What follows belongs to an exercise in optimizing a design on an open flow for small area and a short achievable clock period; a production flow would make more cautious choices.
RTL that was checked went through simulation tests only; none was proved equivalent to the original.
The RTL of run 3 was laid out without a check of its function.

$ cat flow/run.sh
#!/bin/bash
# The standard layout (the standard.sh, unchanged synthesis), with the
# port buffers made of sky130_fd_sc_hd__buf_1 instead of the default cell.
set -euo pipefail
bash standard.sh BUFFER_PORTS_ARGS="-buffer_cell sky130_fd_sc_hd__buf_1" finish > standard.log 2>&1
$ cat standard.sh
#!/bin/bash
# synth_recipe.tcl (not shown) runs the flow's synth.tcl, then flattens the netlist and writes it again
# the make line also repeats each setting of config.mk as NAME=value (left out here)
make -C /OpenROAD-flow-scripts/flow DESIGN_CONFIG=/design/flow/config.mk WORK_HOME=/design/flow/orfs CLKGATE_MAP_FILE= SYNTH_SCRIPT=/design/flow/synth_recipe.tcl "${@:-finish}"
$ cat config.mk
export PLATFORM = sky130hd
export DESIGN_NAME = voice_synth
export DESIGN_NICKNAME = voice_synth
export VERILOG_FILES = /design/flow/design.v
export SDC_FILE = /design/flow/constraint.sdc
export NUM_CORES = 4
export LEC_CHECK = 0
export CAP_MARGIN = 20
export CORE_MARGIN = 2
export CORE_UTILIZATION = 40
export CTS_BUF_LIST = sky130_fd_sc_hd__clkbuf_8
export CTS_CLUSTER_DIAMETER = 60
export CTS_CLUSTER_SIZE = 16
export SLEW_MARGIN = 20
$ cat constraint.sdc
create_clock -name core_clock -period 90.0 [get_ports {clk}]
set_input_delay 18.0000 -clock core_clock [delete_from_list [all_inputs] [get_ports {clk}]]
set_output_delay 18.0000 -clock core_clock [all_outputs]
set_load 0.01 [all_outputs]
$ cat design.v
module synth_osc (
    input  wire        clk,
    input  wire        rst,
    input  wire        kind_in,    
    input  wire [11:0] period_in,
    input  wire        use_beta,   
    input  wire        it2,        
    input  wire        it3,        
    input  wire        adv,        
    output wire [3:0]  digit,
    output wire        e
);
    reg [10:0] hn;      
    reg        kind;
    reg [10:0] beta;    
    reg [1:0]  a;
    reg [10:0] r;
    always @(posedge clk) begin
        hn   <= ~period_in[11:1];
        kind <= kind_in;
    end
    wire z  = &beta;           
    wire hz = &hn;             
    wire [15:0] nb = {5'b11111, ~beta};
    wire [3:0]  nbits = use_beta ? nb[15:12] : it2 ? nb[11:8] : it3 ? nb[7:4] : nb[3:0];
    function [11:0] dstep(input [10:0] rin, input nbit, input [10:0] hnn);
        reg [11:0] t;
        reg [12:0] d;
        begin
            t = {rin, nbit};
            d = {1'b0, t} + {2'b01, hnn} + 13'd1;
            dstep = d[12] ? {1'b1, d[10:0]} : {1'b0, t[10:0]};
        end
    endfunction
    function [11:0] dstep_r(input [10:0] rin, input nbit, input [10:0] hnn);
        reg [11:0] t;
        reg [11:0] d;
        reg        c;
        integer    i;
        begin
            t = {rin, nbit};
            c = 1'b1;
            for (i = 0; i < 11; i = i + 1) begin
                d[i] = t[i] ^ hnn[i] ^ c;
                c    = (t[i] & hnn[i]) | ((t[i] ^ hnn[i]) & c);
            end
            c = t[11] | c;
            dstep_r = c ? {1'b1, d[10:0]} : {1'b0, t[10:0]};
        end
    endfunction
    wire [10:0] r0 = use_beta ? beta : r;
    wire [11:0] s1 = dstep  (r0,       nbits[3], hn);
    wire [11:0] s2 = dstep_r(s1[10:0], nbits[2], hn);
    wire [11:0] s3 = dstep_r(s2[10:0], nbits[1], hn);
    wire [11:0] s4 = dstep_r(s3[10:0], nbits[0], hn);
    always @(posedge clk)
        r <= s4[10:0];
    wire a1 = (a == 2'd1);
    wire a2 = (a == 2'd2);
    wire en = kind & ~z;
    wire cm = kind ? (~a1 | z) : ((a1 & ~z) | a2);
    assign e = kind & ~(a1 & z);
    assign digit = {4{cm}} ^ ({s1[11], s2[11], s3[11], s4[11]} & {4{en}});
    reg [10:0] binc;
    reg [10:0] b2;
    reg        cy;
    integer    k;
    always @(*) begin
        cy = 1'b1;
        for (k = 0; k < 11; k = k + 1) begin
            binc[k] = beta[k] ^ cy;
            cy      = beta[k] & cy;
        end
        b2[0] = beta[0];
        cy = 1'b1;
        for (k = 1; k < 11; k = k + 1) begin
            b2[k] = beta[k] ^ cy;
            cy    = beta[k] & cy;
        end
    end
    wire last = (b2 == ~hn);
    wire wrap = hz | last | a2;
    always @(posedge clk) begin
        if (rst) begin
            a    <= 2'd0;
            beta <= 11'h7ff;
        end else if (adv) begin
            beta <= wrap ? 11'h7ff : binc;
            if (wrap)
                a <= (hz | a2) ? 2'd0 : (a == 2'd0) ? 2'd1 : (period_in[0] ? 2'd2 : 2'd0);
        end
    end
endmodule
module voice_synth #(
    parameter NV = 4,     
    parameter W  = 16,    
    parameter P  = 8,     
    parameter PW = 12,    
    parameter DW = 16     
) (
    input  wire             clk,
    input  wire             rst,
    input  wire [DW-1:0]    cfg_divisor,
    input  wire [NV-1:0]    cfg_kind,
    input  wire [NV*PW-1:0] cfg_period,
    input  wire             tx_ready,
    output wire [P-1:0]     tx_data,
    output reg              tx_accept
);
    localparam [1:0] S_COMPUTE = 2'd0, S_WAITING = 2'd1, S_READY = 2'd2;
    localparam [1:0] M_COMPUTE = 2'd0, M_SENDACK = 2'd1, M_IDLE = 2'd2;
    reg  [1:0]  vstate;
    reg  [1:0]  mstate;
    reg         ack;
    reg  [15:0] div;
    reg  [7:0]  out_byte;
    reg         idle, it3, it4, fin;
    wire        it2 = tx_accept;    
    reg  [17:0] acc;
    assign tx_data = out_byte;
    wire [15:0] digits;
    wire [3:0]  es;
    genvar g;
    generate
        for (g = 0; g < 4; g = g + 1) begin : voice
            synth_osc osc (
                .clk       (clk),
                .rst       (rst),
                .kind_in   (cfg_kind[g]),
                .period_in (cfg_period[g*12 +: 12]),
                .use_beta  (idle),
                .it2       (it2),
                .it3       (it3),
                .adv       (it4),
                .digit     (digits[g*4 +: 4]),
                .e         (es[g])
            );
        end
    endgenerate
    wire [4:0] early  = {2'b0, digits[3:1]} + {2'b0, digits[7:5]}
                      + {2'b0, digits[11:9]} + {2'b0, digits[15:13]};
    wire [6:0] dearly = {1'b0, early, 1'b0} - (it4 ? (es[0] + es[1] + es[2] + es[3]) : 3'd0);
    reg  [6:0] dreg;      
    reg  [3:0] dlate;     
    wire [6:0] dsum_r = dreg + (dlate[0] + dlate[1] + dlate[2] + dlate[3]);
    reg [17:0] step;
    reg        cy;
    integer    k;
    always @(*) begin
        step[3:0] = dsum_r[3:0];
        cy = 1'b0;
        for (k = 4; k < 18; k = k + 1) begin
            step[k] = acc[k-4] ^ dsum_r[k > 6 ? 6 : k] ^ cy;
            cy      = (acc[k-4] & dsum_r[k > 6 ? 6 : k]) | ((acc[k-4] ^ dsum_r[k > 6 ? 6 : k]) & cy);
        end
    end
    reg [9:0] acc0;
    reg [6:0] dreg0;
    always @(*) begin
        case (cfg_kind)
            4'b0000: begin acc0 = 10'd0;   dreg0 = 7'd0;  end
            4'b0001, 4'b0010, 4'b0100, 4'b1000:
                     begin acc0 = 10'd255; dreg0 = 7'd15; end
            4'b0111, 4'b1011, 4'b1101, 4'b1110:
                     begin acc0 = 10'd765; dreg0 = 7'd45; end
            4'b1111: begin acc0 = 10'd1020; dreg0 = 7'd60; end
            default: begin acc0 = 10'd510; dreg0 = 7'd30; end
        endcase
    end
    wire accept = (mstate == M_SENDACK) & tx_ready;
    always @(posedge clk) begin
        if (rst) begin
            idle <= 1'b0;
            it3  <= 1'b0;
            it4  <= 1'b1;
            fin  <= 1'b0;
            acc   <= {8'd0, acc0};
            dreg  <= dreg0;
            dlate <= 4'd0;
        end else begin
            idle <= (idle & ~accept) | it4;
            it3  <= it2;
            it4  <= it3;
            fin  <= it4;
            dreg  <= dearly;
            dlate <= {digits[0], digits[4], digits[8], digits[12]};
            if (it2)
                acc <= {11'd0, dsum_r};
            else if (it3 | it4 | fin)
                acc <= step;
        end
    end
    wire [7:0] sum_byte = fin ? step[17:10] : acc[17:10];
    reg [15:0] dinc;
    reg        dc;
    always @(*) begin
        dc = 1'b1;
        for (k = 0; k < 16; k = k + 1) begin
            dinc[k] = div[k] ^ dc;
            dc      = div[k] & dc;
        end
    end
    always @(posedge clk) begin
        if (rst) begin
            vstate    <= S_COMPUTE;
            mstate    <= M_COMPUTE;
            div       <= 16'd0;
            out_byte  <= 8'd0;
            ack       <= 1'b0;
            tx_accept <= 1'b0;
        end else begin
            div <= (dinc == cfg_divisor) ? 16'd0 : dinc;
            case (vstate)
                S_COMPUTE: vstate <= S_WAITING;
                S_WAITING: if (!ack) vstate <= S_READY;
                S_READY:   if (ack)  vstate <= S_COMPUTE;
                default:   vstate <= S_COMPUTE;
            endcase
            case (mstate)
                M_COMPUTE: if (vstate == S_READY) mstate <= M_SENDACK;
                M_SENDACK: begin
                    ack <= 1'b1;
                    if (tx_ready) begin
                        out_byte  <= sum_byte;
                        tx_accept <= 1'b1;
                        mstate    <= M_IDLE;
                    end
                end
                M_IDLE: begin
                    ack       <= 1'b0;
                    tx_accept <= 1'b0;
                    if (div == 16'd0)
                        mstate <= M_COMPUTE;
                end
                default: mstate <= M_COMPUTE;
            endcase
        end
    end
endmodule
==> impl_results.md, run 1 <==
* Status: complete, no violations
* Multiplexer area fraction after synthesis at 14.3%
* Die width at 213 um
* Average via count per standard cell at 5.14
* Vias in the first global route at 12808
* Worst setup timing slack at the placement stage at 70.40 ns
* Cells after synthesis at 1788
* Post-CTS repair timing setup buffer count at 0
* Clock buffer depth at 3
* Unique masters post-synth at 77
* Worst Path Class, Setup: register to primary output
* Share of synthesized flip-flops with an asynchronous set or reset at 0%
* Final setup margin at 70.45 ns
* Number of antenna repair diodes at 0
* Placement Rows at 76
* Area occupied by multi-input gates at 12300 um2
* Slew Limit Headroom at 31.4%
* Routed wire length per instance at 15.6 um
* GRT Resource Usage Total at 17.4%
* Xor/xnor share of the synthesized area at 5.52%
* Post-Synthesis Cell Area at 17400 um2
* Maximum level of the CTS H-tree at 1
* Leading cell types in the layout, fill and taps excluded: sky130_fd_sc_hd__dfxtp_1, sky130_fd_sc_hd__inv_1, sky130_fd_sc_hd__ha_1
* Worst flop-to-flop path endpoint: voice[2].osc.r[10]
* Pre-antenna DRT Iters at 5
* Fill cell count at 4177
* Critical path endpoint category: primary output
* Global-route wire length before repair at 64200 um
* Clock latency of the later-clocked register in the worst-skew pair at 0.64 ns
* Post-route ant nets at 0
* Min-delay src: ack
* FF+latch count, synth at 207
* Largest net degree at the start of global routing at 52
* Inserted Clock Buffers at 30
* Synthesized area per cell at 9.76 um2
* Die area at 45300 um2
* Arrival time of the worst setup path at 1.55 ns
* Most frequent standard cell in the layout excluding fill and tap cells: sky130_fd_sc_hd__dfxtp_1
* Accumulated negative setup slack at 0 ns
* Resized Gates After CTS at 0
* Overall via count from detail_route at 12627
* Number of warnings printed during yosys synthesis at 2
* Max Fclk at 0.0511 GHz
* Critical-path cell list: buf_4 > buf_1
* Hold endpoint: vstate[1]
* Worst hold path type: register to register
* Top-Level Pins at 80
* Master of the slowest instance on the critical path: sky130_fd_sc_hd__buf_4
* Path depth of the worst reg2reg path at 48
* Setup slack of the most critical reg-to-reg path at 70.91 ns
* Detailed-route wire length at 38200 um
* Max-cap violations at 0
* Dominant synthesized flop cell: sky130_fd_sc_hd__dfxtp_1
* Count of flip-flops with a built-in enable after synthesis at 10
* Critical path required time at 72.00 ns
* Residual DRC count at 0
* Global route overflow at 0
* Final weighted congestion in routability-driven placement at 0.848
* Clock tree from TritonCTS: built
* Top fanout value on the critical path at 38
* Post-synthesis share of cell area spent on and, or, nand and nor gates at 11.5%
* Worst clock skew on the final layout at 0.0252 ns
* Max stage delay on crit path at 0.40 ns
* Setup repair after global routing missed its margin: no
* Hold buffers post-CTS at 0
* Antenna violations before repair at 2
* Fraction of the mapped netlist area in adder cells at 28.1%
* Violation count after the first detailed-routing iteration at 434
* Setup Viol. Count Final at 0
* Synth-to-Final Area Change at 8.77%
* Top area cells in the synthesized netlist: sky130_fd_sc_hd__dfxtp_1, sky130_fd_sc_hd__fa_1, sky130_fd_sc_hd__ha_1
* Hold Violations, Final at 0
* Share of layout cells above drive strength 1 at 9.47%
* Vert. Die Dim at 213 um
* Compound-gate portion of the synthesized area at 11.1%
* Cell count of the worst hold path at 1
* Delay-heaviest family, CP: buffers and inverters
* Final nets at 2220
* Share of Yosys cell area claimed by the top area cell type at 22.6%
* Max-slew violation count at 0
* Startpoint class of the critical path: register
* Cell at the root of the clock tree: sky130_fd_sc_hd__clkbuf_8
* Number of buffers inserted by port buffering at 79
* RR Startpoint: idle
* Net Count, Synth at 2162
* Register Area at 4250 um2
* Actual slew at the worst max-slew pin at 1.02 ns
* Dominant combinational cell family by area after synthesis: adder cells
* Post-synth top area cell: sky130_fd_sc_hd__dfxtp_1
* Layout Cell Area excl Fill at 19000 um2
* Worst-path clk slew at 0.09 ns
* Number of clock sinks seen by CTS at 207
* Core Footprint at 43100 um2
* Area after detailed placement at 18300 um2
* Instance count on the critical path at 2
* Register area share after synthesis at 24.3%
* Share of the clock period used by the worst path at 21.7%
* HPWL after DPL at 29800 um
* Initial Utilization at 40.5%
* Final worst path period need at 19.55 ns
* Worst path buffer plus inverter count at 2
==> routing by layer <==
metal | global-route usage [%] | up-vias | wire length [um] | part of all wire [%]
met5 | 0 | - | 17 | 0.044
met4 | 4.20 | 4 | 631 | 1.7
met3 | 2.57 | 47 | 1520 | 4.0
met2 | 29.1 | 179 | 18000 | 47
met1 | 23.7 | 6112 | 18100 | 47
li1 | - | 6285 | - | -
==> worst max-delay path by stage <==
stage | from | to | slack, ns
6_report | tx_accept | tx_accept | 70.45
5_1_grt | idle | voice[2].osc.r[10] | 69.82
4_1_cts | tx_accept | tx_accept | 70.36
3_5_place_dp | rst | dlate[2] | 70.40
3_3_place_gp | cfg_divisor[8] | div[1] | 70.45
2_1_floorplan | cfg_kind[0] | acc[0] | 70.81
==> Yosys cell counts (22+ instances only) <==
library cell,n
sky130_fd_sc_hd__clkbuf_1,36
sky130_fd_sc_hd__dfxtp_1,197
sky130_fd_sc_hd__xor2_1,63
sky130_fd_sc_hd__a211oi_1,26
sky130_fd_sc_hd__mux2_2,82
sky130_fd_sc_hd__mux2i_1,155
sky130_fd_sc_hd__fa_1,147
sky130_fd_sc_hd__xnor2_1,47
sky130_fd_sc_hd__a21oi_1,80
sky130_fd_sc_hd__ha_1,156
sky130_fd_sc_hd__nor2_1,126
sky130_fd_sc_hd__o21ai_0,55
sky130_fd_sc_hd__and2_1,26
sky130_fd_sc_hd__nand4_1,22
sky130_fd_sc_hd__nand2_1,129
sky130_fd_sc_hd__inv_1,164
==> cell type report <==
cell class	count	area share, %
multi-input cells	1354	64.8
clock buffers	31	2.25
flip-flops and latches	207	22.4
well taps	585	3.86
clock inverters	25	1.54
repair buffers	88	1.93
inverters	165	3.26
==> sequential cells by signal, indices dropped and copies added, names as in the netlist, 2 cells and up <==
register        flops
voice.osc.beta     44
voice.osc.hn       44
voice.osc.r        44
acc                18
div                16
out_byte            8
voice.osc.a         8
dreg                7
dlate               4
voice.osc.kind      4
mstate              2
vstate              2
==> through the flow <==
stage               hold WS, ns  util (%)  instances
floorplan                 0.421         -       1788
global placement          0.434      42.4       2399
detailed placement        0.435      42.4       2399
CTS                       0.451      44.0       2455
global route              0.467      44.0       2455
finish                    0.448      44.0       2455
==> cell families (layout without fill, tap and decap cells) <==
group | Yosys count | after routing
buf+inv | 227 | 309
compound gates | 278 | 278
simple gates | 424 | 424
fa+ha+maj | 303 | 303
xor+xnor | 110 | 110
mux | 239 | 239
flops | 207 | 207
==> run 2, diff against run 1 <==
--- a/config.mk
+++ b/config.mk
@@ -9,6 +9,6 @@
 export CORE_MARGIN = 2
 export CORE_UTILIZATION = 40
 export CTS_BUF_LIST = sky130_fd_sc_hd__clkbuf_8
-export CTS_CLUSTER_DIAMETER = 60
-export CTS_CLUSTER_SIZE = 16
+export CTS_CLUSTER_DIAMETER = 80
+export CTS_CLUSTER_SIZE = 20
 export SLEW_MARGIN = 20
==> run 2 against run 1 <==
  * Core utilization shrank 0.57 points
  * Hold slack gained 0.0025 ns
  * Global-route usage shrank 0.058 points
  * Clock skew shrank 0.0094 ns
  * Die area is the same
  * Non-clock buffer count is the same
  * Register-to-register slack lost 0.04 ns
  * Critical path type unchanged
  * Critical endpoint unchanged
  * Highest routed layer unchanged
==> impl_results.md, run 2 <==
* Met1 routed wirelength after detailed routing at 18200 um (+0.90%)
* Clock latency of the later-clocked register in the worst-skew pair at 0.58 ns (-0.06 ns)
* Final nets at 2211 (-0.41%)
* Worst setup timing slack at the placement stage at 70.40 ns (unchanged)
* Max Fclk at 0.0513 GHz (+0.32%)
* Largest registers: voice.osc.beta (44), voice.osc.hn (44), voice.osc.r (44)
* Synth-to-Final Area Change at 7.36%
* Global route overflow at 0 (unchanged)
* Violation count after the first detailed-routing iteration at 444 (+2.3%)
* Utilization after layout at 43.5% (-0.57 points)
* Core Footprint at 43100 um2 (unchanged)
* Top-Level Pins at 80 (unchanged)
* Actual slew at the worst max-slew pin at 0.969 ns (-0.0471 ns)
* Most frequent cells after synthesis: sky130_fd_sc_hd__dfxtp_1, sky130_fd_sc_hd__inv_1, sky130_fd_sc_hd__ha_1
* Number of clock sinks seen by CTS at 207 (unchanged)
* Critical path required time at 72.00 ns (about the same)
* Max-cap violations at 0 (unchanged)
* Share of Yosys cell area claimed by the top area cell type at 22.6% (unchanged)
* Worst hold path type: register to register
* Worst hold slack after final layout at 0.451 ns (+0.00251 ns)
* Max stage delay on crit path at 0.40 ns (about the same)
* Share of layout cells above drive strength 1 at 8.70% (-0.77 points)
* Global-route wire length before repair at 64000 um (-0.34%)
* Cells after synthesis at 1788 (unchanged)
* Vert. Die Dim at 213 um (unchanged)
* Worst path buffer plus inverter count at 2 (unchanged)
* Cell at the root of the clock tree: sky130_fd_sc_hd__clkbuf_8
* Setup Viol. Count Final at 0 (unchanged)
* Resized Gates After CTS at 0 (unchanged)
* Vias in the first global route at 12711 (-0.76%)
* Compound-gate portion of the synthesized area at 11.1% (unchanged)
* Post-Synthesis Cell Area at 17400 um2 (unchanged)
* Critical path startpoint: tx_accept
* Share of the clock period used by the worst path at 21.7% (-0.069 points)
* Crit path capture: tx_accept
* Inserted Clock Buffers at 21 (-30%)
* Setup repair after global routing missed its margin: no
* Multiplexer area fraction after synthesis at 14.3% (unchanged)
* Net Count, Synth at 2162 (unchanged)
* Fill cell count at 4194 (+0.41%)
* Xor/xnor share of the synthesized area at 5.52% (unchanged)
* Post-synth top area cell: sky130_fd_sc_hd__dfxtp_1
* FF+latch count, synth at 207 (unchanged)
* Path depth of the worst reg2reg path at 48 (unchanged)
* Placement Rows at 76 (unchanged)
* Post-synthesis share of cell area spent on and, or, nand and nor gates at 11.5% (unchanged)
* Dominant combinational cell family by area after synthesis: adder cells
* Startpoint class of the critical path: register
* Worst flop-to-flop path endpoint: voice[2].osc.r[10]
* Number of antenna repair diodes at 0 (unchanged)
* Instance count on the critical path at 2 (unchanged)
* HPWL after DPL at 29800 um (unchanged)
* Worst clock skew on the final layout at 0.0158 ns (-0.00940 ns)
* Slew Limit Headroom at 34.5% (+3.2 points)
* Critical path endpoint category: primary output
* Hold buffers post-CTS at 0 (unchanged)
* Max-slew violation count at 0 (unchanged)
* Overall via count from detail_route at 12585 (-0.33%)
* Number of buffers inserted by port buffering at 79 (unchanged)
* Die area at 45300 um2 (unchanged)
* Critical-path cell list: buf_4 > buf_1
* Synthesized area per cell at 9.76 um2 (unchanged)
* Dominant synthesized flop cell: sky130_fd_sc_hd__dfxtp_1
* Final cell count without fillers at 2436 (-0.77%)
* Leading cell types in the layout, fill and taps excluded: sky130_fd_sc_hd__dfxtp_1, sky130_fd_sc_hd__inv_1, sky130_fd_sc_hd__ha_1
* Final worst path period need at 19.49 ns (-0.0618 ns)
* Routed wire length per instance at 15.6 um (+0.35%)
* Final setup margin at 70.51 ns (+0.0618 ns)
* Pre-antenna DRT Iters at 5 (unchanged)
* Met3 Routed Length at 1360 um (-11%)
* RR Startpoint: idle
* Average via count per standard cell at 5.17 (+0.44%)
* Total met2 wirelength after detailed routing at 17800 um (-0.91%)
* Top-count cell post-synth: sky130_fd_sc_hd__dfxtp_1
* Accumulated negative setup slack at 0 ns (unchanged)
* Register area share after synthesis at 24.3% (unchanged)
* Master of the slowest instance on the critical path: sky130_fd_sc_hd__buf_4
* Share of synthesized flip-flops with an asynchronous set or reset at 0% (unchanged)
* Delay-heaviest family, CP: buffers and inverters
* Setup slack of the most critical reg-to-reg path at 70.87 ns (-0.04 ns)
* Count of flip-flops with a built-in enable after synthesis at 10 (unchanged)
* Top fanout value on the critical path at 38 (unchanged)
* Placed cell count at 2399 (unchanged)
* Worst-path clk slew at 0.11 ns (+0.02 ns)
* Fraction of the mapped netlist area in adder cells at 28.1% (unchanged)
* Top routing layer in use: met5
* Hold Violations, Final at 0 (unchanged)
* Post-CTS repair timing setup buffer count at 0 (unchanged)
* Top area cells in the synthesized netlist: sky130_fd_sc_hd__dfxtp_1, sky130_fd_sc_hd__fa_1, sky130_fd_sc_hd__ha_1
* Clock tree from TritonCTS: built
* Status: complete, no violations
* Post-route ant nets at 0 (unchanged)
* GRT Resource Usage Total at 17.4% (-0.058 points)
* Arrival time of the worst setup path at 1.49 ns (-0.06 ns)
* Initial Utilization at 40.5% (unchanged)
* Antenna violations before repair at 2 (unchanged)
* Worst Path Class, Setup: register to primary output
* Residual DRC count at 0 (unchanged)
* Final weighted congestion in routability-driven placement at 0.848 (unchanged)
* Detailed-route wire length at 38100 um (-0.43%)
* Maximum level of the CTS H-tree at 1 (unchanged)
* Most frequent standard cell in the layout excluding fill and tap cells: sky130_fd_sc_hd__dfxtp_1
* Unique masters post-synth at 77 (unchanged)
* Die width at 213 um (unchanged)
* Clock buffer depth at 3 (unchanged)
* Largest net degree at the start of global routing at 52 (unchanged)
* Number of warnings printed during yosys synthesis at 2 (unchanged)
==> run 2: how the worst min path moves through the flow <==
stage	to	from	slack, ns	depth (start not counted)
6_report	vstate[1]	ack	0.45	1
2_1_floorplan	vstate[1]	ack	0.42	1
3_3_place_gp	vstate[1]	ack	0.43	1
4_1_cts	vstate[1]	ack	0.45	1
5_1_grt	vstate[1]	ack	0.47	1
3_5_place_dp	vstate[1]	ack	0.44	1
==> run 2: metal layers <==
metal,track usage [%],up-vias
li1,-,6254
met1,23.7,6116
met2,29.0,164
met3,2.56,47
met4,3.95,4
met5,0,-
==> run 2: metrics by stage <==
stage,area [um2]
global route,18700
detailed placement,18300
floorplan,17400
finish,18700
global placement,18300
CTS,18700
==> run 2: kinds of logic (layout without fill, tap and decap cells) <==
kind of cell / after synthesis / count (layout)
compound gates: 278 / 278
xor+xnor: 110 / 110
fa+ha+maj: 303 / 303
buf+inv: 227 / 290
flops: 207 / 207
mux: 239 / 239
simple gates: 424 / 424
==> run 2: area by class of cell <==
cell class	instances	area (um2)	area share (%)
multi-input combinational	1354	12300	65.6
sequential	207	4250	22.7
tap	585	732	3.91
inverter	165	619	3.31
timing repair buffer	88	365	1.95
clock buffer	21	289	1.54
clock inverter	16	183	0.975
==> run 3, diff against run 2 <==
--- a/design.v
+++ b/design.v
@@ -114,8 +114,7 @@
     reg         ack;
     reg  [15:0] div;
     reg  [7:0]  out_byte;
-    reg         idle, it3, it4, fin;
-    wire        it2 = tx_accept;    
+    reg         idle, it2, it3, it4, fin;
     reg  [17:0] acc;
     assign tx_data = out_byte;
     wire [15:0] digits;
@@ -171,6 +170,7 @@
     always @(posedge clk) begin
         if (rst) begin
             idle <= 1'b0;
+            it2  <= 1'b0;
             it3  <= 1'b0;
             it4  <= 1'b1;
             fin  <= 1'b0;
@@ -179,6 +179,7 @@
             dlate <= 4'd0;
         end else begin
             idle <= (idle & ~accept) | it4;
+            it2  <= idle & accept;
             it3  <= it2;
             it4  <= it3;
             fin  <= it4;
==> run 3 against run 2 <==
  * Via count up 2.3%
  * Non-clock buffer count up 4
  * Clock skew up 0.018 ns
  * Still clean
  * Global-route usage up 0.31 points
  * Critical path depth up 49
  * Largest cell class unchanged
  * Routed wire length up 6.1%
==> impl_results.md, run 3 <==
* Status: complete, no violations
* Initial Utilization at 40.7% (+0.24 points)
* Area occupied by multi-input gates at 12400 um2 (+1.1%)
* Violation count after the first detailed-routing iteration at 594 (+34%)
* Compound-gate portion of the synthesized area at 10.6% (-0.48 points)
* Share of the clock period used by the worst path at 21.9% (+0.26 points)
* Post-synthesis share of cell area spent on and, or, nand and nor gates at 12.0% (+0.49 points)
* Post-Synthesis Cell Area at 17600 um2 (+1.0%)
* Synthesized area per cell at 9.72 um2 (-0.36%)
* Routed wire length per instance at 16.4 um (+5.0%)
* GRT Resource Usage Total at 17.7% (+0.31 points)
* Detailed-route wire length at 40400 um (+6.1%)
* Hold Violations, Final at 0 (unchanged)
* Max Fclk at 0.0507 GHz (-1.2%)
* Global-route wire length before repair at 67200 um (+5.1%)
* Fill cell count at 4118 (-1.8%)
* Most frequent cells after synthesis: sky130_fd_sc_hd__dfxtp_1, sky130_fd_sc_hd__inv_1, sky130_fd_sc_hd__ha_1, sky130_fd_sc_hd__mux2i_1, sky130_fd_sc_hd__fa_1
* Share of Yosys cell area claimed by the top area cell type at 22.5% (-0.12 points)
* Count of flip-flops with a built-in enable after synthesis at 10 (unchanged)
* Arrival time of the worst setup path at 20.22 ns (+18.73 ns)
* Largest registers: voice.osc.beta (44), voice.osc.hn (44), voice.osc.r (44)
* Top-count cell post-synth: sky130_fd_sc_hd__dfxtp_1
* Inserted Clock Buffers at 22 (+4.8%)
* Dominant synthesized flop cell: sky130_fd_sc_hd__dfxtp_1
* Master of the slowest instance on the critical path: sky130_fd_sc_hd__dfxtp_2
* Post-CTS repair timing setup buffer count at 0 (unchanged)
* Number of warnings printed during yosys synthesis at 2 (unchanged)
* Max stage delay on crit path at 0.96 ns (+0.56 ns)
* Max-slew violation count at 0 (unchanged)
* Fraction of the mapped netlist area in adder cells at 27.8% (-0.29 points)
* Final worst path period need at 19.73 ns (+0.237 ns)
* Die width at 214 um (+0.51%)
* Leading cell types in the layout, fill and taps excluded: sky130_fd_sc_hd__dfxtp_1, sky130_fd_sc_hd__inv_1, sky130_fd_sc_hd__mux2i_1, sky130_fd_sc_hd__ha_1, sky130_fd_sc_hd__fa_1
* Vias in the first global route at 12969 (+2.0%)
* Synth-to-Final Area Change at 7.98%
* Setup Viol. Count Final at 0 (unchanged)
* Most frequent standard cell in the layout excluding fill and tap cells: sky130_fd_sc_hd__dfxtp_1
* Dominant combinational cell family by area after synthesis: adder cells
* Worst hold slack after final layout at 0.475 ns (+0.0239 ns)
* Worst-path clk slew at 0.12 ns (about the same)
* Worst clock skew on the final layout at 0.0340 ns (+0.0183 ns)
* Actual slew at the worst max-slew pin at 0.939 ns (-0.0306 ns)
* Hold buffers post-CTS at 0 (unchanged)
* Xor/xnor share of the synthesized area at 5.62% (+0.093 points)
* Accumulated negative setup slack at 0 ns (unchanged)
* Residual DRC count at 0 (unchanged)
* Overall via count from detail_route at 12871 (+2.3%)
* Number of antenna repair diodes at 0 (unchanged)
* Top fanout value on the critical path at 34 (-11%)
* Critical path required time at 90.49 ns (+18.49 ns)
* Multiplexer area fraction after synthesis at 14.6% (+0.23 points)
* Final setup margin at 70.27 ns (-0.237 ns)
* Pre-antenna DRT Iters at 5 (unchanged)
* Cells after synthesis at 1813 (+1.4%)
* Top-Level Pins at 80 (unchanged)
* Average via count per standard cell at 5.23 (+1.2%)
* Maximum level of the CTS H-tree at 1 (unchanged)
* FF+latch count, synth at 208 (+0.48%)
* Core Footprint at 43300 um2 (+0.44%)
* Number of buffers inserted by port buffering at 79 (unchanged)
* Register area share after synthesis at 24.2% (-0.14 points)
* Clock tree from TritonCTS: built
* Slew Limit Headroom at 36.6% (+2.1 points)
* Resized Gates After CTS at 0 (unchanged)
* Largest net degree at the start of global routing at 57 (+9.6%)
* Startpoint class of the critical path: register
* Post-route ant nets at 0 (unchanged)
* Net Count, Synth at 2187 (+1.2%)
* Worst hold path type: register to register
* Register Area at 4270 um2 (+0.47%)
* Max-cap violations at 0 (unchanged)
* Setup repair after global routing missed its margin: no
* Library cell appearing most often on the critical path: sky130_fd_sc_hd__fa_1
* Number of clock sinks seen by CTS at 208 (+0.48%)
* HPWL after DPL at 31300 um (+4.8%)
* Vert. Die Dim at 214 um (+0.51%)
* Share of synthesized flip-flops with an asynchronous set or reset at 0% (unchanged)
* Post-synth top area cell: sky130_fd_sc_hd__dfxtp_1
* Cell at the root of the clock tree: sky130_fd_sc_hd__clkbuf_8
* Critical path endpoint category: register
* Final nets at 2235 (+1.1%)
* Share of layout cells above drive strength 1 at 9.16% (+0.47 points)
* Worst Path Class, Setup: register to register
* Global route overflow at 0 (unchanged)
* Die area at 45800 um2 (+1.0%)
* Worst setup timing slack at the placement stage at 70.27 ns (-0.130 ns)
* Final weighted congestion in routability-driven placement at 0.860 (+1.5%)
* Unique masters post-synth at 85 (+10%)
* Clock buffer depth at 3 (unchanged)
* Placement Rows at 76 (unchanged)
* Top area cells in the synthesized netlist: sky130_fd_sc_hd__dfxtp_1, sky130_fd_sc_hd__fa_1, sky130_fd_sc_hd__ha_1
* Antenna violations before repair at 1 (-1)
* Clock latency of the later-clocked register in the worst-skew pair at 0.59 ns (about the same)
==> run 3: per-layer routing <==
layer | share of wire, % | up-vias | wire length [um] | global-route usage, %
met2 | 47 | 210 | 19100 | 30.0
met5 | 0.027 | - | 11 | 0
met3 | 3.7 | 46 | 1510 | 1.93
met1 | 48 | 6248 | 19200 | 24.4
li1 | - | 6365 | - | -
met4 | 1.5 | 2 | 593 | 3.45
==> run 3: critical path: cells and delay by family (launching register included) <==
family,cells,cell delay (ns)
AOI/OAI and AO/OA,4,1.12
adders and majority gates,31,12.92
buffers and inverters,4,0.93
DFF,1,0.96
muxes,5,1.46
and+or+nand+nor,7,2.13
==> run 3: per-stage QoR <==
step	util, %	instances	area [um2]
finish	44.0	2462	19000
global route	44.0	2462	19000
CTS	44.0	2462	19000
detailed placement	42.7	2422	18500
global placement	42.7	2422	18500
floorplan	-	1813	17600
==> run 3: cell families (layout without fill, tap and decap cells) <==
logic type      Yosys count  after routing
compound gates          272            272
xor+xnor                113            113
fa+ha+maj               303            303
buf+inv                 237            301
flops                   208            208
mux                     245            245
simple gates            435            435
==> run 3: final timing paths <==
path         start            endpoint  slack [ns]  cells past startpoint
max reg2reg   idle  voice[2].osc.r[10]       70.27                     51
max           idle  voice[2].osc.r[10]       70.27                     51
min reg2reg    ack           vstate[1]        0.47                      1
min            ack           vstate[1]        0.47                      1
==> run 3: area by class of cell <==
class | count | share of cell area (%)
multi-input cells | 1368 | 65.3
clock buffers | 23 | 1.66
inverters | 169 | 3.33
well taps | 585 | 3.85
clock inverters | 17 | 1.33
repair buffers | 92 | 2.08
flip-flops and latches | 208 | 22.4
==> run 4, diff against run 3 <==
--- a/design.v
+++ b/design.v
@@ -10,49 +10,50 @@
     output wire [3:0]  digit,
     output wire        e
 );
-    reg [10:0] hn;      
+    reg [10:0] h;
     reg        kind;
     reg [10:0] beta;    
     reg [1:0]  a;
     reg [10:0] r;
     always @(posedge clk) begin
-        hn   <= ~period_in[11:1];
+        h    <= period_in[11:1];
         kind <= kind_in;
     end
     wire z  = &beta;           
-    wire hz = &hn;             
+    wire hz = ~|h;             
     wire [15:0] nb = {5'b11111, ~beta};
     wire [3:0]  nbits = use_beta ? nb[15:12] : it2 ? nb[11:8] : it3 ? nb[7:4] : nb[3:0];
-    function [11:0] dstep(input [10:0] rin, input nbit, input [10:0] hnn);
+    function [11:0] dstep(input [10:0] rin, input nbit, input [10:0] hh);
         reg [11:0] t;
         reg [12:0] d;
         begin
             t = {rin, nbit};
-            d = {1'b0, t} + {2'b01, hnn} + 13'd1;
-            dstep = d[12] ? {1'b1, d[10:0]} : {1'b0, t[10:0]};
+            d = {1'b0, t} - {2'b0, hh};
+            dstep = d[12] ? {1'b0, t[10:0]} : {1'b1, d[10:0]};
         end
     endfunction
-    function [11:0] dstep_r(input [10:0] rin, input nbit, input [10:0] hnn);
+    function [11:0] dstep_r(input [10:0] rin, input nbit, input [10:0] hh);
         reg [11:0] t;
         reg [11:0] d;
-        reg        c;
+        reg        bw;
         integer    i;
         begin
-            t = {rin, nbit};
-            c = 1'b1;
+            t  = {rin, nbit};
+            bw = 1'b0;
             for (i = 0; i < 11; i = i + 1) begin
-                d[i] = t[i] ^ hnn[i] ^ c;
-                c    = (t[i] & hnn[i]) | ((t[i] ^ hnn[i]) & c);
+                d[i] = t[i] ^ hh[i] ^ bw;
+                bw   = (~t[i] & hh[i]) | (~(t[i] ^ hh[i]) & bw);
             end
-            c = t[11] | c;
-            dstep_r = c ? {1'b1, d[10:0]} : {1'b0, t[10:0]};
+            bw = ~t[11] & bw;
+            dstep_r = bw ? {1'b0, t[10:0]} : {1'b1, d[10:0]};
         end
     endfunction
     wire [10:0] r0 = use_beta ? beta : r;
-    wire [11:0] s1 = dstep  (r0,       nbits[3], hn);
-    wire [11:0] s2 = dstep_r(s1[10:0], nbits[2], hn);
-    wire [11:0] s3 = dstep_r(s2[10:0], nbits[1], hn);
-    wire [11:0] s4 = dstep_r(s3[10:0], nbits[0], hn);
+    localparam [3:0] RM = 4'b0111;
+    wire [11:0] s1 = RM[3] ? dstep_r(r0,       nbits[3], h) : dstep(r0,       nbits[3], h);
+    wire [11:0] s2 = RM[2] ? dstep_r(s1[10:0], nbits[2], h) : dstep(s1[10:0], nbits[2], h);
+    wire [11:0] s3 = RM[1] ? dstep_r(s2[10:0], nbits[1], h) : dstep(s2[10:0], nbits[1], h);
+    wire [11:0] s4 = RM[0] ? dstep_r(s3[10:0], nbits[0], h) : dstep(s3[10:0], nbits[0], h);
     always @(posedge clk)
         r <= s4[10:0];
     wire a1 = (a == 2'd1);
@@ -78,7 +79,7 @@
             cy    = beta[k] & cy;
         end
     end
-    wire last = (b2 == ~hn);
+    wire last = (b2 == h);
     wire wrap = hz | last | a2;
     always @(posedge clk) begin
         if (rst) begin
==> run.sh (new file) <==
#!/bin/bash
# synth_recipe.tcl (not shown) runs the flow's synth.tcl, then flattens the netlist and writes it again
# the make line also repeats each setting of config.mk as NAME=value (left out here)
make -C /OpenROAD-flow-scripts/flow DESIGN_CONFIG=/design/flow/config.mk WORK_HOME=/design/flow/orfs CLKGATE_MAP_FILE= SYNTH_SCRIPT=/design/flow/synth_recipe.tcl finish
--- a/config.mk
+++ b/config.mk
@@ -9,6 +9,4 @@
 export CORE_MARGIN = 2
 export CORE_UTILIZATION = 40
 export CTS_BUF_LIST = sky130_fd_sc_hd__clkbuf_8
-export CTS_CLUSTER_DIAMETER = 80
-export CTS_CLUSTER_SIZE = 20
 export SLEW_MARGIN = 20
removed: flow/run.sh
removed: standard.sh
==> run 4 against run 3 <==
  * Still clean
  * Register-to-register slack improved by 0.93 ns
  * Critical path depth is 50 lower
  * Hold slack worse by 0.012 ns
  * Global-route usage up 0.60 points
  * Routed wire length is 3.4% lower
  * Sequential share of layout area fell by 0.59 points
  * Core utilization increased by 1.5 points
  * Non-clock buffer count up 3
==> impl_results.md, run 4 <==
* Status: complete, no violations
* GRT Resource Usage Total at 18.3% (+0.60 points)
* Maximum level of the CTS H-tree at 2 (+1)
* Cells after synthesis at 1790 (-1.3%)
* Vias in the first global route at 13477 (+3.9%)
* Max Fclk at 0.0513 GHz (+1.1%)
* Area occupied by multi-input gates at 12300 um2 (-1.2%)
* Final weighted congestion in routability-driven placement at 0.816 (-5.1%)
* Cell count of the worst hold path at 1 (unchanged)
* Area after detailed placement at 18700 um2 (+1.3%)
* Number of buffers inserted by port buffering at 79 (unchanged)
* Synth-to-Final Area Change at 12.6%
* Top area cells in the synthesized netlist: sky130_fd_sc_hd__dfxtp_1, sky130_fd_sc_hd__fa_1, sky130_fd_sc_hd__ha_1
* Register Area at 4270 um2 (unchanged)
* Register area share after synthesis at 24.6% (+0.38 points)
* HPWL after DPL at 30400 um (-2.9%)
* Cell at the root of the clock tree: sky130_fd_sc_hd__clkbuf_8
* Dominant synthesized flop cell: sky130_fd_sc_hd__dfxtp_1
* Largest registers: voice.osc.beta (44), voice.osc.h (44), voice.osc.r (44)
* Worst hold path type: register to register
* Startpoint class of the critical path: register
* Number of warnings printed during yosys synthesis at 2 (unchanged)
* Core Footprint at 43000 um2 (-0.66%)
* Post-synth top area cell: sky130_fd_sc_hd__dfxtp_1
* Final nets at 2236 (+0.045%)
* Detailed-route wire length at 39000 um (-3.4%)
* Worst Path Class, Setup: register to primary output
* Share of the clock period used by the worst path at 21.7% (-0.24 points)
* Post-Synthesis Cell Area at 17400 um2 (-1.5%)
* Unique masters post-synth at 73 (-14%)
* Arrival time of the worst setup path at 1.51 ns (-18.71 ns)
* Max-slew violation count at 0 (unchanged)
* Clock buffer depth at 3 (unchanged)
* Clock latency of the later-clocked register in the worst-skew pair at 0.62 ns (+0.03 ns)
* Setup Viol. Count Final at 0 (unchanged)
* Critical path required time at 72.00 ns (-18.49 ns)
* Die area at 45100 um2 (-1.5%)
* Slew Limit Headroom at 31.8% (-4.8 points)
* Placement Rows at 76 (unchanged)
* Die width at 212 um (-0.75%)
* Final worst path period need at 19.51 ns (-0.218 ns)
* Count of flip-flops with a built-in enable after synthesis at 10 (unchanged)
* Global route overflow at 0 (unchanged)
* Pre-antenna DRT Iters at 5 (unchanged)
* Inserted Clock Buffers at 42 (+91%)
* Antenna violations before repair at 1 (unchanged)
* Most frequent standard cell in the layout excluding fill and tap cells: sky130_fd_sc_hd__dfxtp_1
* Largest net degree at the start of global routing at 57 (unchanged)
* Top-Level Pins at 80 (unchanged)
* Synthesized area per cell at 9.70 um2 (-0.26%)
* Path depth of the worst reg2reg path at 55 (+7.8%)
* Vert. Die Dim at 212 um (-0.75%)
* Worst path buffer plus inverter count at 1 (-3)
* Critical-path cell list: clkdlybuf4s50_1
* Top-count cell post-synth: sky130_fd_sc_hd__dfxtp_1
* Share of layout cells above drive strength 1 at 8.73% (-0.43 points)
* Hold buffers post-CTS at 0 (unchanged)
* Net Count, Synth at 2164 (-1.1%)
* Number of clock sinks seen by CTS at 208 (unchanged)
* Post-route ant nets at 0 (unchanged)
* Share of synthesized flip-flops with an asynchronous set or reset at 0% (unchanged)
* Worst clock skew on the final layout at 0.0503 ns (+0.0163 ns)
* Max stage delay on crit path at 0.54 ns (-0.42 ns)
* Master of the slowest instance on the critical path: sky130_fd_sc_hd__clkdlybuf4s50_1
* Clock tree from TritonCTS: built
* Instance count on the critical path at 1 (-98%)
* Max-cap violations at 0 (unchanged)
* Global-route wire length before repair at 67000 um (-0.39%)
* Violation count after the first detailed-routing iteration at 608 (+2.4%)
* Overall via count from detail_route at 12780 (-0.71%)
* Resized Gates After CTS at 0 (unchanged)
* Residual DRC count at 0 (unchanged)
* Post-CTS repair timing setup buffer count at 0 (unchanged)
* Average via count per standard cell at 5.16 (-1.3%)
* Share of Yosys cell area claimed by the top area cell type at 22.8% (+0.35 points)
* Leading cell types in the layout, fill and taps excluded: sky130_fd_sc_hd__dfxtp_1, sky130_fd_sc_hd__ha_1, sky130_fd_sc_hd__nand2_1
* Worst-path clk slew at 0.06 ns (-0.06 ns)
* Layout Cell Area excl Fill at 19500 um2 (+2.7%)
* Top fanout value on the critical path at 3 (-91%)
* Delay-heaviest family, CP: buffers and inverters
* Initial Utilization at 40.4% (-0.36 points)
* FF+latch count, synth at 208 (unchanged)
* Accumulated negative setup slack at 0 ns (unchanged)
* Critical path endpoint category: primary output
* Setup repair after global routing missed its margin: no
* Hold Violations, Final at 0 (unchanged)
* Most frequent cells after synthesis: sky130_fd_sc_hd__dfxtp_1, sky130_fd_sc_hd__ha_1, sky130_fd_sc_hd__nand2_1
* Routed wire length per instance at 15.8 um (-3.9%)
* Fill cell count at 4159 (+1.0%)
* Actual slew at the worst max-slew pin at 1.02 ns (+0.0805 ns)
[run 4: cell types whose count changed after synthesis, sizes merged, moves of 11 or more]
cell   change
o21ai     +13
mux2i     -22
xnor2     +16
a21oi     +12
xor2      -14
inv       -31
nand2     +24
mux2      +11
[run 4: worst paths after layout]
check,from,to,slack (ns)
min,ack,vstate[1],0.46
min reg2reg,ack,vstate[1],0.46
max reg2reg,idle,voice[2].osc.r[1],71.20
max,tx_accept,tx_accept,70.49
[run 4: through the flow]
step	instances	setup WS, ns	hold WS, ns	util [%]
floorplan	1790	70.71	0.421	-
global placement	2403	70.11	0.437	43.5
detailed placement	2403	70.07	0.452	43.5
CTS	2474	70.41	0.462	45.5
global route	2475	70.08	0.491	45.5
finish	2476	70.49	0.463	45.5
[run 4: layout make-up]
class	instances	share of cell area (%)
timing repair buffer	95	4.63
clock buffer	49	3.45
sequential	208	21.8
antenna	2	0.0256
multi-input combinational	1377	62.8
tap	585	3.74
inverter	138	2.65
clock inverter	22	0.839
[run 4: logic make-up after synthesis]
group | Yosys count | synth area share (%)
AO/OA/AOI/OAI | 287 | 10.7
AND/OR/NAND/NOR | 438 | 11.7
flip-flops | 208 | 24.6
buffers and inverters | 205 | 4.70
XOR/XNOR | 115 | 5.80
adder cells (fa/ha/maj) | 303 | 28.2
multiplexers | 234 | 14.3
[run 4: per-layer routing]
metal  routed length (um)  GRT usage (%)
met2                18300           30.7
met1                18400           24.2
met5                    0              0
met4                  949           6.05
met3                 1430           2.64
==> run 5, diff against run 4 <==
==> flow/run.sh (new file) <==
#!/bin/bash
# The standard layout (the standard.sh, unchanged synthesis), with the
# port buffers made of sky130_fd_sc_hd__buf_1 instead of the default cell.
set -euo pipefail
bash standard.sh BUFFER_PORTS_ARGS="-buffer_cell sky130_fd_sc_hd__buf_1" finish > standard.log 2>&1
==> standard.sh (new file) <==
#!/bin/bash
# synth_recipe.tcl (not shown) runs the flow's synth.tcl, then flattens the netlist and writes it again
# the make line also repeats each setting of config.mk as NAME=value (left out here)
make -C /OpenROAD-flow-scripts/flow DESIGN_CONFIG=/design/flow/config.mk WORK_HOME=/design/flow/orfs CLKGATE_MAP_FILE= SYNTH_SCRIPT=/design/flow/synth_recipe.tcl "${@:-finish}"
--- a/config.mk
+++ b/config.mk
@@ -8,5 +8,5 @@
 export CAP_MARGIN = 20
 export CORE_MARGIN = 2
 export CORE_UTILIZATION = 40
-export CTS_BUF_LIST = sky130_fd_sc_hd__clkbuf_8
+export CTS_BUF_LIST = sky130_fd_sc_hd__clkbuf_4 sky130_fd_sc_hd__clkbuf_8
 export SLEW_MARGIN = 20
removed: run.sh
==> run 5 against run 4 <==
  * Routed wire length shrank 0.15%
  * Hold slack lost 0.014 ns
  * Synthesized area is the same
  * Cell count grew 0.16%
  * Global-route usage shrank 0.20 points
  * Sequential share of layout area grew 0.50 points
  * Clock-buffer cell count grew 14
  * First-iteration DRC count shrank 1.6%
  * Still clean on timing, DRC and antenna
  * Highest routed layer unchanged
  * Register-to-register slack gained 0.29 ns
==> impl_results.md, run 5 <==
* Status: complete, no violations
* Path depth of the worst reg2reg path at 55 (unchanged)
* Instance count on the critical path at 1 (unchanged)
* Largest net degree at the start of global routing at 71 (+25%)
* Number of buffers inserted by port buffering at 79 (unchanged)
* Arrival time of the worst setup path at 1.10 ns (-0.41 ns)
* Max stage delay on crit path at 0.36 ns (-0.18 ns)
* Critical path endpoint category: primary output
* Top-count cell post-synth: sky130_fd_sc_hd__dfxtp_1
* Die area at 45100 um2 (unchanged)
* Largest registers: voice.osc.beta (44), voice.osc.h (44), voice.osc.r (44)
* Max-cap violations at 0 (unchanged)
* Setup repair after global routing missed its margin: no
* Hold Violations, Final at 0 (unchanged)
* Clock latency of the later-clocked register in the worst-skew pair at 0.60 ns (-0.02 ns)
* Slew Limit Headroom at 33.3% (+1.4 points)
* Synthesized area per cell at 9.70 um2 (unchanged)
* Resized Gates After CTS at 0 (unchanged)
* Clock buffer depth at 3 (unchanged)
* Clock tree from TritonCTS: built
* Most frequent cells after synthesis: sky130_fd_sc_hd__dfxtp_1, sky130_fd_sc_hd__ha_1, sky130_fd_sc_hd__nand2_1
* Startpoint class of the critical path: register
* Register area share after synthesis at 24.6% (unchanged)
* Critical path required time at 72.00 ns (about the same)
* Global-route wire length before repair at 66000 um (-1.5%)
* Violation count after the first detailed-routing iteration at 598 (-1.6%)
* Top area cells in the synthesized netlist: sky130_fd_sc_hd__dfxtp_1, sky130_fd_sc_hd__fa_1, sky130_fd_sc_hd__ha_1
* HPWL after DPL at 30500 um (+0.35%)
* Worst clock skew on the final layout at 0.0199 ns (-0.0304 ns)
* Vert. Die Dim at 212 um (unchanged)
* Worst hold path type: register to register
* Accumulated negative setup slack at 0 ns (unchanged)
* Worst path buffer plus inverter count at 1 (unchanged)
* Cell count of the worst hold path at 1 (unchanged)
* Cells after synthesis at 1790 (unchanged)
* Utilization after layout at 44.5% (-1.0 points)
* Actual slew at the worst max-slew pin at 0.988 ns (-0.0310 ns)
* Global route overflow at 0 (unchanged)
* Inserted Clock Buffers at 42 (unchanged)
* Residual DRC count at 0 (unchanged)
* Core Footprint at 43000 um2 (unchanged)
* Initial Utilization at 40.4% (unchanged)
* Share of the clock period used by the worst path at 21.2% (-0.45 points)
* Area occupied by multi-input gates at 12300 um2 (about the same)
* Fill cell count at 4217 (+1.4%)
* GRT Resource Usage Total at 18.1% (-0.20 points)
* Setup Viol. Count Final at 0 (unchanged)
* Number of clock sinks seen by CTS at 208 (unchanged)
* Delay-heaviest family, CP: flip-flops
* Dominant synthesized flop cell: sky130_fd_sc_hd__dfxtp_1
* Placed cell count at 2404 (+0.042%)
* Number of warnings printed during yosys synthesis at 2 (unchanged)
* FF+latch count, synth at 208 (unchanged)
* Post-route ant nets at 0 (unchanged)
* Max Fclk at 0.0524 GHz (+2.1%)
* Share of layout cells above drive strength 1 at 9.66% (+0.93 points)
* Antenna violations before repair at 0 (-1)
* Share of Yosys cell area claimed by the top area cell type at 22.8% (unchanged)
* Final weighted congestion in routability-driven placement at 0.851 (+4.3%)
* Final worst path period need at 19.10 ns (-0.409 ns)
* Leading cell types in the layout, fill and taps excluded: sky130_fd_sc_hd__dfxtp_1, sky130_fd_sc_hd__ha_1, sky130_fd_sc_hd__nand2_1
* Most frequent standard cell in the layout excluding fill and tap cells: sky130_fd_sc_hd__dfxtp_1
* Worst-path clk slew at 0.06 ns (about the same)
* Routed wire length per instance at 15.7 um (-0.31%)
* Detailed-route wire length at 39000 um (-0.15%)
* Register Area at 4270 um2 (unchanged)
* Vias in the first global route at 13097 (-2.8%)
* Top fanout value on the critical path at 3 (unchanged)
* Top-Level Pins at 80 (unchanged)
* Worst Path Class, Setup: register to primary output
* Share of synthesized flip-flops with an asynchronous set or reset at 0% (unchanged)
* Pre-antenna DRT Iters at 5 (unchanged)
* Final cell count without fillers at 2480 (+0.16%)
* Hold buffers post-CTS at 0 (unchanged)
* Post-synth top area cell: sky130_fd_sc_hd__dfxtp_1
* Overall via count from detail_route at 12796 (+0.13%)
* Placement Rows at 76 (unchanged)
* Critical-path cell list: buf_1
* Final nets at 2237 (+0.045%)
* Post-CTS repair timing setup buffer count at 0 (unchanged)
* Count of flip-flops with a built-in enable after synthesis at 10 (unchanged)
* Post-Synthesis Cell Area at 17400 um2 (unchanged)
* Max-slew violation count at 0 (unchanged)
* Master of the slowest instance on the critical path: sky130_fd_sc_hd__dfxtp_1
* Net Count, Synth at 2164 (unchanged)
* Average via count per standard cell at 5.16 (about the same)
* Synth-to-Final Area Change at 10.1%
* Maximum level of the CTS H-tree at 2 (unchanged)
* Unique masters post-synth at 73 (unchanged)
* Die width at 212 um (unchanged)
* Cell at the root of the clock tree: sky130_fd_sc_hd__clkbuf_8
## run 5: path summary, 6_finish.rpt
kind                            startpoint                end  slack (ns)
worst min register to register         ack          vstate[1]        0.45
worst min-delay path                   ack          vstate[1]        0.45
worst max-delay path             tx_accept          tx_accept       70.90
worst max register to register        idle  voice[2].osc.r[1]       71.49
## run 5: through the flow
stage	area, um2	hold slack (ns)	setup WS [ns]
finish	19100	0.448	70.90
global route	19100	0.476	70.47
CTS	19100	0.457	70.84
detailed placement	18200	0.460	70.45
global placement	18200	0.439	70.45
floorplan	17400	0.421	70.71
## run 5: kinds of logic after synthesis
logic type	Yosys count	share of synthesized area [%]
AOI/OAI and AO/OA	287	10.7
xor gates and xnor gates	115	5.80
adders and majority gates	303	28.2
buffers and inverters	205	4.70
DFF	208	24.6
muxes	234	14.3
and+or+nand+nor	438	11.7
## run 5: layout make-up
class | count | share of cell area, %
clock inverters | 12 | 0.589
flip-flops and latches | 208 | 22.3
repair buffers | 96 | 2.23
clock buffers | 63 | 4.08
multi-input cells | 1377 | 64.2
well taps | 585 | 3.83
inverters | 138 | 2.71
diodes | 1 | 0.0131
## run 5: layer usage
metal	vias to the layer above	part of all wire [%]	track usage, %
li1	6364	-	-
met1	6167	47	23.9
met2	206	47	30.5
met3	59	3.6	2.67
met4	0	2.2	5.57
met5	-	0	0
==> run 6, diff against run 5 <==
--- a/config.mk
+++ b/config.mk
@@ -8,5 +8,7 @@
 export CAP_MARGIN = 20
 export CORE_MARGIN = 2
 export CORE_UTILIZATION = 40
-export CTS_BUF_LIST = sky130_fd_sc_hd__clkbuf_4 sky130_fd_sc_hd__clkbuf_8
+export CTS_BUF_LIST = sky130_fd_sc_hd__clkbuf_8
+export CTS_CLUSTER_DIAMETER = 50
+export CTS_CLUSTER_SIZE = 12
 export SLEW_MARGIN = 20
==> run 6 against run 5 <==
  * Critical path type unchanged
  * Non-clock buffer count stayed put
  * Critical endpoint unchanged
  * Hold slack worse by 0.014 ns
  * Critical path depth stayed put
  * Synthesized area stayed put
  * Final area is 0.75% lower
  * Via count is 0.39% lower
  * Die area stayed put
  * Synthesized cell count stayed put
==> impl_results.md, run 6 <==
* Status: complete, no violations
* Global route overflow at 0 (unchanged)
* Setup Viol. Count Final at 0 (unchanged)
* Clock latency of the later-clocked register in the worst-skew pair at 0.61 ns (about the same)
* Hold buffers post-CTS at 0 (unchanged)
* Xor/xnor share of the synthesized area at 5.80% (unchanged)
* Share of Yosys cell area claimed by the top area cell type at 22.8% (unchanged)
* Top fanout value on the critical path at 3 (unchanged)
* Setup repair after global routing missed its margin: no
* Net Count, Synth at 2164 (unchanged)
* Register area share after synthesis at 24.6% (unchanged)
* Critical path endpoint category: primary output
* Number of warnings printed during yosys synthesis at 2 (unchanged)
* Leading cell types in the layout, fill and taps excluded: sky130_fd_sc_hd__dfxtp_1, sky130_fd_sc_hd__ha_1, sky130_fd_sc_hd__nand2_1
* Residual DRC count at 0 (unchanged)
* Post-synthesis share of cell area spent on and, or, nand and nor gates at 11.7% (unchanged)
* Resized Gates After CTS at 0 (unchanged)
* Arrival time of the worst setup path at 1.12 ns (+0.02 ns)
* Average via count per standard cell at 5.17 (+0.17%)
* HPWL after DPL at 30500 um (unchanged)
* Maximum level of the CTS H-tree at 2 (unchanged)
* Worst hold path type: register to register
* Die width at 212 um (unchanged)
* Final weighted congestion in routability-driven placement at 0.851 (unchanged)
* Share of the clock period used by the worst path at 21.2% (about the same)
* Top-count cell post-synth: sky130_fd_sc_hd__dfxtp_1
* Actual slew at the worst max-slew pin at 0.961 ns (-0.0271 ns)
* Worst path buffer plus inverter count at 1 (unchanged)
* Top-Level Pins at 80 (unchanged)
* Master of the slowest instance on the critical path: sky130_fd_sc_hd__dfxtp_1
* Largest net degree at the start of global routing at 71 (unchanged)
* Inserted Clock Buffers at 34 (-19%)
* Compound-gate portion of the synthesized area at 10.7% (unchanged)
* Cell at the root of the clock tree: sky130_fd_sc_hd__clkbuf_8
* Detailed-route wire length at 38800 um (-0.45%)
* Critical path required time at 72.00 ns (about the same)
* Area after detailed placement at 18200 um2 (unchanged)
* Clock buffer depth at 3 (unchanged)
* Synthesized area per cell at 9.70 um2 (unchanged)
* Multiplexer area fraction after synthesis at 14.3% (unchanged)
* Violation count after the first detailed-routing iteration at 569 (-4.8%)
* Post-synth top area cell: sky130_fd_sc_hd__dfxtp_1
* Die area at 45100 um2 (unchanged)
* Most frequent cells after synthesis: sky130_fd_sc_hd__dfxtp_1, sky130_fd_sc_hd__ha_1, sky130_fd_sc_hd__nand2_1
* Slew Limit Headroom at 35.1% (+1.8 points)
* Global-route wire length before repair at 65600 um (-0.54%)
* Share of synthesized flip-flops with an asynchronous set or reset at 0% (unchanged)
* Number of antenna repair diodes at 0 (-1)
* Vert. Die Dim at 212 um (unchanged)
* Unique masters post-synth at 73 (unchanged)
* Antenna violations before repair at 0 (unchanged)
* Max stage delay on crit path at 0.36 ns (about the same)
* Worst clock skew on the final layout at 0.0450 ns (+0.0251 ns)
* Core Footprint at 43000 um2 (unchanged)
* Post-route ant nets at 0 (unchanged)
* Fill cell count at 4214 (-0.071%)
* Accumulated negative setup slack at 0 ns (unchanged)
* Top area cells in the synthesized netlist: sky130_fd_sc_hd__dfxtp_1, sky130_fd_sc_hd__fa_1, sky130_fd_sc_hd__ha_1
* Final worst path period need at 19.12 ns (+0.0139 ns)
* Max-slew violation count at 0 (unchanged)
* Overall via count from detail_route at 12746 (-0.39%)
* Post-CTS repair timing setup buffer count at 0 (unchanged)
* Final nets at 2229 (-0.36%)
* Count of flip-flops with a built-in enable after synthesis at 10 (unchanged)
* Pre-antenna DRT Iters at 5 (unchanged)
* Number of buffers inserted by port buffering at 79 (unchanged)
* Utilization after layout at 44.1% (-0.33 points)
* Synth-to-Final Area Change at 9.32%
* Number of clock sinks seen by CTS at 208 (unchanged)
* Placement Rows at 76 (unchanged)
* Max Fclk at 0.0523 GHz (about the same)
* Worst Path Class, Setup: register to primary output
* Hold Violations, Final at 0 (unchanged)
* FF+latch count, synth at 208 (unchanged)
* Initial Utilization at 40.4% (unchanged)
* Largest registers: voice.osc.beta (44), voice.osc.h (44), voice.osc.r (44)
* Most frequent standard cell in the layout excluding fill and tap cells: sky130_fd_sc_hd__dfxtp_1
* Post-Synthesis Cell Area at 17400 um2 (unchanged)
* Max-cap violations at 0 (unchanged)
* Fraction of the mapped netlist area in adder cells at 28.2% (unchanged)
* Cells after synthesis at 1790 (unchanged)
* Layout Cell Area excl Fill at 19000 um2 (-0.75%)
* GRT Resource Usage Total at 17.9% (-0.13 points)
* Share of layout cells above drive strength 1 at 8.83% (-0.84 points)
* Vias in the first global route at 13001 (-0.73%)
* Dominant synthesized flop cell: sky130_fd_sc_hd__dfxtp_1
* Worst-path clk slew at 0.07 ns (about the same)
* Startpoint class of the critical path: register
* Routed wire length per instance at 15.7 um (+0.12%)
* Clock tree from TritonCTS: built
* Delay-heaviest family, CP: flip-flops
* Critical-path cell list: buf_1
* Dominant combinational cell family by area after synthesis: adder cells
-- run 6: worst paths after layout --
kind	startpoint	to	slack, ns	cells past startpoint
setup / recovery	tx_accept	tx_accept	70.88	1
hold / removal	ack	vstate[1]	0.43	1
setup reg to reg	idle	voice[2].osc.r[1]	71.54	55
hold reg to reg	ack	vstate[1]	0.43	1
-- run 6: logic make-up after synthesis --
family / count (synthesis)
flops: 208
buf+inv: 205
xor+xnor: 115
compound gates: 287
mux: 234
fa+ha+maj: 303
simple gates: 438
-- run 6: final cells by class --
cell class / instances / area, um2 / area share, %
multi-input combinational: 1377 / 12300 / 64.7
sequential: 208 / 4270 / 22.5
tap: 585 / 732 / 3.86
inverter: 138 / 518 / 2.73
clock buffer: 34 / 468 / 2.47
timing repair buffer: 96 / 425 / 2.24
clock inverter: 28 / 284 / 1.50
-- run 6: through the flow --
| stage | setup WS, ns | hold slack (ns) | std cells |
|---|---|---|---|
| after detailed placement | 70.45 | 0.460 | 2404 |
| final | 70.88 | 0.435 | 2466 |
| after CTS | 70.83 | 0.442 | 2466 |
| after global placement | 70.45 | 0.439 | 2404 |
| after floorplan | 70.71 | 0.421 | 1790 |
| after global routing | 70.48 | 0.473 | 2466 |
-- run 6: worst reg2reg max path: cells and delay by family, from the launching register on --
family,cells,cell delay (ns)
adders and majority gates,31,12.53
muxes,5,1.78
buffers and inverters,10,1.60
AOI/OAI and AO/OA,4,1.28
and+or+nand+nor,5,0.86
DFF,1,0.31
-- run 6: per-layer routing --
metal | up-vias | track usage [%] | part of all wire [%]
met3 | 56 | 2.36 | 3.3
li1 | 6348 | - | -
met5 | - | 0 | 0
met1 | 6158 | 24.0 | 48
met4 | 0 | 5.33 | 2.1
met2 | 184 | 30.3 | 47

==> re-timing with driven ports <==
In the flow no input, the clock included, has a driving cell. The finished layouts below were timed again as built, in two steps. Step 1 sets driving cells, clkbuf_16 on the clock port and buf_2 on the other inputs (assumed; they add their load-dependent delay and slew). Step 2 times the ports against the registers' clock, not the clock port: input delays grow and output delays shrink by t, the midpoint of the rising clock arrivals with the driver on. Slacks: no drivers / after step 1 / after step 2; pairs: no drivers / after step 1.
| run | shift t [ns] | setup WS [ns] | hold WS [ns] |
|---|---|---|---|
| run 1 | 0.678 | 70.447 / 70.399 / 70.384 | 0.448 / 0.448 / 0.448 |
| run 2 | 0.625 | 70.508 / 70.457 / 70.363 | 0.451 / 0.451 / 0.451 |
| run 3 | 0.635 | 70.272 / 70.272 / 70.272 | 0.475 / 0.475 / 0.475 |
| run 4 | 0.645 | 70.489 / 70.437 / 70.196 | 0.463 / 0.463 / 0.463 |
| run 5 | 0.637 | 70.898 / 70.844 / 70.421 | 0.448 / 0.448 / 0.448 |
| run 6 | 0.635 | 70.884 / 70.835 / 70.417 | 0.435 / 0.435 / 0.435 |
After both steps every run listed still meets setup and hold. The setup slack of run 5, which loses most, moves by -0.054 ns with the drivers and by -0.477 ns with both steps.
